What follows belongs to an exercise in optimizing a design on an open flow for small area and few clock cycles per item; a production flow would make more cautious choices.
At most, simulation tests tie the RTL to the original design; equivalence was not proved.
Power is estimated from default activity; no workload was simulated.

## lh_sensor_decoder
module lh_sensor_decoder (
    input  wire               clk,
    input  wire               rst,
    input  wire               in_valid,
    output wire               in_ready,
    input  wire               in_fall_valid,
    input  wire [31:0]        in_fall_ts,
    input  wire               in_rise_valid,
    input  wire [31:0]        in_rise_ts,
    output reg                out_valid,
    output wire [2:0]         out_kind,
    output wire [31:0]        out_length,
    output wire [31:0]        out_duty,
    output wire [1:0]         out_slot,
    output wire signed [17:0] out_angle,
    output wire               out_skip,
    output wire               out_rotor,
    output wire               out_data,
    output wire               out_bit_fwd,
    output wire               ob_we,
    output wire [6:0]         ob_addr,
    output wire [15:0]        ob_wdata,
    output wire               frame_done,
    output wire [8:0]         frame_length,
    output wire               frame_padding
);
For scale: ~200 I/O pins, ~0.015 mm2 of cells after synthesis.
==> module lh_pulse_classifier, before the edit <==
module lh_pulse_classifier #(
    parameter [31:0] T_SHORT  = 32'd720,
    parameter [31:0] T_GAP    = 32'd38400,
    parameter [31:0] T_WINDOW = 32'd384000
) (
    input  wire        clk,
    input  wire        rst,
    input  wire        step,           
    input  wire [31:0] fall_ref,
    input  wire [31:0] rise,
    input  wire [31:0] prev_rise,
    output reg  [2:0]  kind,
    output wire [31:0] length,
    output wire [31:0] duty,
    output wire [18:0] delta,
    output wire [1:0]  slot,
    output wire        skip,
    output wire        rotor,
    output wire        data,
    output wire        bit_fwd
);
    localparam [2:0] K_NONE = 3'd0, K_SWEEP_VALID = 3'd1, K_SWEEP_INVALID = 3'd2,
                     K_GUARD = 3'd3, K_SYNC = 3'd4, K_UNMATCHED = 3'd5;
    reg [31:0] zero_time;
    reg        axis;
    reg        lh_bit;
    reg        got_sweep;
    reg        got_skip;
    reg        got_not_skip;
    wire len_co;
    lh_add #(32) u_len (.a(rise), .b(~fall_ref), .cin(1'b1), .s(length), .cout(len_co));
    lh_add #(32) u_duty (.a(rise), .b(~prev_rise), .cin(1'b1), .s(duty), .cout());
    wire [32:0] ts, tc, t;
    lh_csa #(33) u_tcsa (.a({1'b0, rise}), .b({1'b0, fall_ref}), .c({~zero_time, 1'b1}),
                         .s(ts), .co(tc));
    lh_add #(33) u_t (.a(ts), .b({tc[32:1], 1'b1}), .cin(1'b1), .s(t), .cout());
    wire [31:0] dfull = {t[32] ^ ~len_co, t[31:1]};
    assign delta = dfull[18:0];
    wire is_sweep = length < T_SHORT;
    wire is_guard = (duty > T_GAP) || got_sweep;
    wire sweep_ok = !got_sweep && got_skip && got_not_skip && (dfull <= T_WINDOW);
    wire       match;
    wire [2:0] code;
    lh_sync_match u_match (
        .length (length),
        .match  (match),
        .code   (code)
    );
    assign skip  = code[2];
    assign rotor = code[0];
    assign data  = code[1];
    assign slot  = {lh_bit, axis};
    wire sweep = step && is_sweep;
    wire guard = step && !is_sweep && is_guard;
    wire sync  = step && !is_sweep && !is_guard && match;
    always @* begin
        if (!step)           kind = K_NONE;
        else if (is_sweep)   kind = sweep_ok ? K_SWEEP_VALID : K_SWEEP_INVALID;
        else if (is_guard)   kind = K_GUARD;
        else if (match)      kind = K_SYNC;
        else                 kind = K_UNMATCHED;
    end
    assign bit_fwd = sync && !skip && got_skip;
    always @(posedge clk) begin
        if (rst) begin
            got_sweep    <= 1'b0;
            got_skip     <= 1'b0;
            got_not_skip <= 1'b0;
        end else begin
            if (sweep || guard) begin
                got_sweep    <= sweep;
                got_skip     <= 1'b0;
                got_not_skip <= 1'b0;
            end
            if (sync) begin
                if (!skip)
                    got_not_skip <= 1'b1;
                else
                    got_skip     <= 1'b1;
            end
        end
        if (sync) begin
            lh_bit <= skip;
            if (!skip) begin
                zero_time <= fall_ref;
                axis      <= rotor;
            end
        end
    end
endmodule
==> module lh_sensor_decoder, before the edit <==
module lh_sensor_decoder (
    input  wire               clk,
    input  wire               rst,
    input  wire               in_valid,
    output wire               in_ready,
    input  wire               in_fall_valid,
    input  wire [31:0]        in_fall_ts,
    input  wire               in_rise_valid,
    input  wire [31:0]        in_rise_ts,
    output reg                out_valid,
    output wire [2:0]         out_kind,
    output wire [31:0]        out_length,
    output wire [31:0]        out_duty,
    output wire [1:0]         out_slot,
    output wire signed [17:0] out_angle,
    output wire               out_skip,
    output wire               out_rotor,
    output wire               out_data,
    output wire               out_bit_fwd,
    output wire               ob_we,
    output wire [6:0]         ob_addr,
    output wire [15:0]        ob_wdata,
    output wire               frame_done,
    output wire [8:0]         frame_length,
    output wire               frame_padding
);
    assign in_ready = 1'b1;
    reg [31:0] last_fall;
    reg [31:0] last_rise;
    reg [31:0] prev_rise;    
    reg        rise_v;       
    always @(posedge clk) begin
        if (rst) begin
            out_valid <= 1'b0;
            last_fall <= 32'd0;
            last_rise <= 32'd0;
        end else begin
            out_valid <= in_valid;
            if (in_valid && in_fall_valid)
                last_fall <= in_fall_ts;
            if (in_valid && in_rise_valid)
                last_rise <= in_rise_ts;
        end
        prev_rise <= last_rise;
        rise_v    <= in_rise_valid;
    end
    wire step = out_valid && rise_v;      
    wire [2:0]  kind;
    wire        sync_nskip, sync_skip, sweep_or_guard, is_sweep;
    wire [18:0] delta;
    lh_pulse_classifier u_cls (
        .clk            (clk),
        .rst            (rst),
        .step           (step),
        .fall_ref       (last_fall),
        .rise           (last_rise),
        .prev_rise      (prev_rise),
        .kind           (kind),
        .length         (out_length),
        .duty           (out_duty),
        .delta          (delta),
        .slot           (out_slot),
        .skip           (out_skip),
        .rotor          (out_rotor),
        .data           (out_data),
        .bit_fwd        (out_bit_fwd)
    );
    assign out_kind = kind;
    lh_angle u_angle (
        .delta (delta),
        .angle (out_angle)
    );
    lh_ootx_decoder u_ootx (
        .clk       (clk),
        .rst       (rst),
        .bit_valid (out_bit_fwd),
        .bit_in    (out_data),
        .wr_en     (ob_we),
        .wr_addr   (ob_addr),
        .wr_data   (ob_wdata),
        .done      (frame_done),
        .length    (frame_length),
        .padding   (frame_padding)
    );
endmodule
==> flow/config.mk <==
export PLATFORM = sky130hd
export DESIGN_NAME = lh_sensor_decoder
export DESIGN_NICKNAME = lh_sensor_decoder
export VERILOG_FILES = /design/flow/design.v
export SDC_FILE = /design/flow/constraint.sdc
export NUM_CORES = 4
export LEC_CHECK = 0
export CAP_MARGIN = 20
export CORE_MARGIN = 2
export CORE_UTILIZATION = 40
export SLEW_MARGIN = 20
==> flow/constraint.sdc <==
create_clock -name core_clock -period 16.0 [get_ports {clk}]
set_input_delay 3.2000 -clock core_clock [delete_from_list [all_inputs] [get_ports {clk}]]
set_output_delay 3.2000 -clock core_clock [all_outputs]
set_load 0.01 [all_outputs]
standard.sh (not shown) runs the stock make flow with config.mk's settings and CLKGATE_MAP_FILE= SYNTH_SCRIPT=/design/flow/synth_recipe.tcl, a recipe that flattens the netlist after the stock synthesis.
==> flow/flow/run.sh <==
#!/bin/bash
# The standard layout, except that the port buffers inserted before global
# placement are the smallest buffer, sky130_fd_sc_hd__buf_1, instead of the
# cell buffer_ports picks by default; repair_design and repair_timing still
# resize them where timing or slew needs it.
set -euo pipefail
bash standard.sh 'BUFFER_PORTS_ARGS=-buffer_cell sky130_fd_sc_hd__buf_1' finish > standard.log 2>&1
Testbench counts at the start, summed over its fixed seeds: cycles 80,008, polls 80,000.
Next try:
--- a/flow/design.v
+++ b/flow/design.v
@@ -268,6 +268,35 @@
     assign s    = p ^ {G[W-2:0], cin};
     assign cout = G[W-1];
 endmodule
+module lh_add_cs #(parameter W = 32, parameter LO = 16) (
+    input  wire [W-1:0] a,
+    input  wire [W-1:0] b,
+    input  wire         cin,
+    output wire [W-1:0] s,
+    output wire         cout
+);
+    wire [W:0]    c;
+    wire [W:LO]   c0, c1;
+    wire [W-1:LO] s0, s1;
+    assign c[0] = cin;
+    genvar i;
+    generate
+        for (i = 0; i < LO; i = i + 1) begin : g_lo
+            assign s[i]   = a[i] ^ b[i] ^ c[i];
+            assign c[i+1] = (a[i] & b[i]) | (a[i] & c[i]) | (b[i] & c[i]);
+        end
+        assign c0[LO] = 1'b0;
+        assign c1[LO] = 1'b1;
+        for (i = LO; i < W; i = i + 1) begin : g_hi
+            assign s0[i]   = a[i] ^ b[i] ^ c0[i];
+            assign c0[i+1] = (a[i] & b[i]) | (a[i] & c0[i]) | (b[i] & c0[i]);
+            assign s1[i]   = a[i] ^ b[i] ^ c1[i];
+            assign c1[i+1] = (a[i] & b[i]) | (a[i] & c1[i]) | (b[i] & c1[i]);
+        end
+    endgenerate
+    assign s[W-1:LO] = c[LO] ? s1 : s0;
+    assign cout      = c[LO] ? c1[W] : c0[W];
+endmodule
 module lh_ootx_decoder (
     input  wire        clk,
     input  wire        rst,
@@ -342,7 +371,7 @@
     input  wire        step,           
     input  wire [31:0] fall_ref,
     input  wire [31:0] rise,
-    input  wire [31:0] prev_rise,
+    input  wire [31:0] duty_in,
     output reg  [2:0]  kind,
     output wire [31:0] length,
     output wire [31:0] duty,
@@ -362,8 +391,8 @@
     reg        got_skip;
     reg        got_not_skip;
     wire len_co;
-    lh_add #(32) u_len (.a(rise), .b(~fall_ref), .cin(1'b1), .s(length), .cout(len_co));
-    lh_add #(32) u_duty (.a(rise), .b(~prev_rise), .cin(1'b1), .s(duty), .cout());
+    lh_add_cs #(32, 16) u_len (.a(rise), .b(~fall_ref), .cin(1'b1), .s(length), .cout(len_co));
+    assign duty = duty_in;
     wire [32:0] ts, tc, t;
     lh_csa #(33) u_tcsa (.a({1'b0, rise}), .b({1'b0, fall_ref}), .c({~zero_time, 1'b1}),
                          .s(ts), .co(tc));
@@ -451,7 +480,7 @@
     assign in_ready = 1'b1;
     reg [31:0] last_fall;
     reg [31:0] last_rise;
-    reg [31:0] prev_rise;    
+    reg [31:0] duty;         
     reg        rise_v;       
     always @(posedge clk) begin
         if (rst) begin
@@ -465,9 +494,11 @@
             if (in_valid && in_rise_valid)
                 last_rise <= in_rise_ts;
         end
-        prev_rise <= last_rise;
+        duty      <= duty_n;
         rise_v    <= in_rise_valid;
     end
+    wire [31:0] duty_n;
+    lh_add_cs #(32, 22) u_duty (.a(in_rise_ts), .b(~last_rise), .cin(1'b1), .s(duty_n), .cout());
     wire step = out_valid && rise_v;      
     wire [2:0]  kind;
     wire        sync_nskip, sync_skip, sweep_or_guard, is_sweep;
@@ -478,7 +509,7 @@
         .step           (step),
         .fall_ref       (last_fall),
         .rise           (last_rise),
-        .prev_rise      (prev_rise),
+        .duty_in        (duty),
         .kind           (kind),
         .length         (out_length),
         .duty           (out_duty),
=> The changed run completed with no timing, DRC or antenna violations. Combinational power is lower by about 10%. Non-clock buffer count is higher by 1. Worst hold slack improved by 85 ps. Utilization is higher by 0.13 points. Wire length is lower by about 9%. Clock-buffer cell count is lower by 3. Die area is lower by 2.3%. Design area is lower by 2.3%. Register-to-register slack got worse by 3300 ps. Power is lower by 6.0%. Global-route usage is lower by 1.4 points.
For the second run of this note, only the layout was checked, not whether the RTL still works.

separate check: timing with driven ports:
The flow's constraints put no driver on any port. The routed layouts listed below were extracted and timed again, unchanged, in two steps. Step 1: set_driving_cell puts a clkbuf_16 on clk and a buf_2 on each other input, an assumption about the parent block. Step 2 adds t to the input delays and takes it off the output delays; t is the mean of the earliest and latest rising clock arrival at the registers after step 1. Input paths then give back, and output paths get back, about the clock's delay inside the block. Three values: ideal ports, drivers, drivers and shift; two values: the first two.
run	shift t [ns]	setup WS [ns]	hold WS [ns]	latest minus earliest clock arrival (ns)	worst register clock-pin slew, ns
the first run	0.492	3.874 / 3.821 / 4.313	0.375 / 0.375 / 0.375	0.015 / 0.014	0.08 / 0.08
the second run	0.483	2.675 / 2.701 / 2.217	0.460 / 0.460 / 0.460	0.011 / 0.011	0.07 / 0.07
After both steps setup and hold are still met in every run listed. The setup slack of the second run, which loses most, moves by +0.026 ns with the drivers and by -0.458 ns with both steps.
